Source: an optimization exercise on an open RTL-to-GDS flow (aim: small area, a short achievable clock period and few clock cycles). Production flows keep margins and buffers that such runs may drop. The RTL was checked by simulation tests, not by an equivalence proof against the original design.

==> inputs of run a <==
==> flow/design.v (excerpt) <==
module wordenc_core #(
    parameter IBUF_DEPTH = 32,
    parameter OBUF_DEPTH = 45,
    parameter [63:0] MAGIC = 64'hEFCDAB8967452301    
) (
    input  wire        clk,
    input  wire        rst,           
    input  wire        bus_en,
    input  wire        bus_we,
    input  wire [31:0] bus_addr,
    input  wire [31:0] bus_wdata,
    output reg  [31:0] bus_rdata
);
==> flow/config.mk <==
export PLATFORM = sky130hd
export DESIGN_NAME = wordenc_core
export DESIGN_NICKNAME = wordenc_core
export VERILOG_FILES = /design/flow/design.v
export SDC_FILE = /design/flow/constraint.sdc
export NUM_CORES = 4
export LEC_CHECK = 0
export ABC_CLOCK_PERIOD_IN_PS = 3500
export CAP_MARGIN = 40
export CORE_MARGIN = 2
export CORE_UTILIZATION = 55
export SETUP_SLACK_MARGIN = 4.5
export SLEW_MARGIN = 40
==> flow/constraint.sdc <==
create_clock -name core_clock -period 8.0 [get_ports {clk}]
set_input_delay 1.6000 -clock core_clock [delete_from_list [all_inputs] [get_ports {clk}]]
set_output_delay 1.6000 -clock core_clock [all_outputs]
set_load 0.01 [all_outputs]
run.sh (not shown) runs the stock make flow with config.mk's settings and CLKGATE_MAP_FILE= SYNTH_SCRIPT=/design/flow/synth_recipe.tcl, a recipe that flattens the netlist after the stock synthesis.
==> run b: changes against run a <==
--- a/flow/design.v
+++ b/flow/design.v
@@ -304,40 +304,17 @@
                         default: ;
                     endcase
                 end else if (ibuf_hit) begin
                     if (busy) ign <= 1'b1;
                 end
             end
         end
     end
-    function [5:0] addc(input [5:0] x, input integer c);
-        integer a;
-        begin
-            addc = 6'd0;
-            for (a = 0; a < 64; a = a + 1)
-                if (x == a) addc = (a + c) % 64;
-        end
-    endfunction
-    reg [5:0] bidx;                   
-    always @* begin
-        case (use_off ? hdr_len : 5'd0)
-            5'd9:    bidx = addc(ob_idx, 9);
-            5'd10:   bidx = addc(ob_idx, 10);
-            5'd11:   bidx = addc(ob_idx, 11);
-            5'd12:   bidx = addc(ob_idx, 12);
-            5'd13:   bidx = addc(ob_idx, 13);
-            5'd14:   bidx = addc(ob_idx, 14);
-            5'd15:   bidx = addc(ob_idx, 15);
-            5'd16:   bidx = addc(ob_idx, 16);
-            5'd17:   bidx = addc(ob_idx, 17);
-            5'd18:   bidx = addc(ob_idx, 18);
-            default: bidx = ob_idx;
-        endcase
-    end
+    wire [5:0]  bidx  = ob_idx + (use_off ? {1'b0, hdr_len} : 6'd0);
     wire [7:0]  sb_bytes [0:63];
     wire [10:0] sb_syms  [0:31];
     generate
         for (gi = 0; gi < 64; gi = gi + 1) begin : g_rb
             if (gi < 44) assign sb_bytes[gi] = sbuf[351 - 8*gi -: 8];
             else         assign sb_bytes[gi] = 8'd0;
         end
         for (gi = 0; gi < 32; gi = gi + 1) begin : g_rs
==> flow/config.mk (replaced) <==
export PLATFORM = sky130hd
export DESIGN_NAME = wordenc_core
export DESIGN_NICKNAME = wordenc_core
export VERILOG_FILES = /design/flow/design.v
export SDC_FILE = /design/flow/constraint.sdc
export NUM_CORES = 4
export LEC_CHECK = 0
export CAP_MARGIN = 20
export CORE_MARGIN = 2
export CORE_UTILIZATION = 40
export SLEW_MARGIN = 20
==> results.txt <==
# TYPE chip_impl_metric gauge
chip_impl_info{name="status",value="finished with violations"} 1
chip_impl_metric{name="slew_viol_final",unit=""} 2
chip_impl_info{name="layout_checks_that_failed",value="capacitance limit, slew limit"} 1
chip_impl_metric{name="use_met3",unit=""} 0.295
chip_impl_metric{name="drv.max_cap_violation_count",unit=""} 1
(the above is from run b)
==> results.txt <==
# TYPE chip_impl_metric gauge
chip_impl_metric{name="met1_usage",unit=""} 0.796
chip_impl_metric{name="placement.cell_area",unit="µm²"} 55300
chip_impl_metric{name="die_height",unit="µm"} 311
chip_impl_info{name="firstError",value="[ERROR GRT-0232] Routing congestion too high. Check the congestion heatmap in the GUI."} 1
chip_impl_metric{name="port-buffer-count",unit=""} 97
chip_impl_info{name="stage_where_the_flow_stopped",value="global routing"} 1
chip_impl_info{name="synth_top_cells_by_area",value="sky130_fd_sc_hd__edfxtp_1, sky130_fd_sc_hd__dfxtp_1, sky130_fd_sc_hd__mux4_2"} 1
chip_impl_info{name="status",value="aborted with a tool error"} 1
chip_impl_metric{name="post_synth_inst_count",unit=""} 4758
chip_impl_metric{name="groute.usage.overall",unit=""} 0.787
chip_impl_metric{name="use_met3",unit=""} 0.693
(the above is from run a)
Testbench counts of run a, summed over its fixed seeds: cycles 52,008.
Testbench counts of run b, summed over its fixed seeds: cycles 52,008.

what the ideal ports hide:
The flow's constraints put no driver on any port. The routed layout listed below was extracted and timed again, unchanged, in two steps. Step 1: set_driving_cell puts a clkbuf_16 on clk and a buf_2 on each other input, an assumption about the parent block. Step 2 times the ports against the registers' clock, not the clock port: input delays grow and output delays shrink by t, the midpoint of the rising clock arrivals with the driver on. Slacks: no drivers / after step 1 / after step 2; pairs: no drivers / after step 1.
run: run b
t (ns): 0.851
slack for setup (ns): 1.416 / 1.416 / 1.172
clock arrival spread, ns: 0.060 / 0.060
slew at the worst register clock pin (ns): 0.08 / 0.08
worst slew at a driven data input, ns: 0.07
The setup slack of run b moves by 0.000 ns with the drivers and by -0.244 ns with both steps.
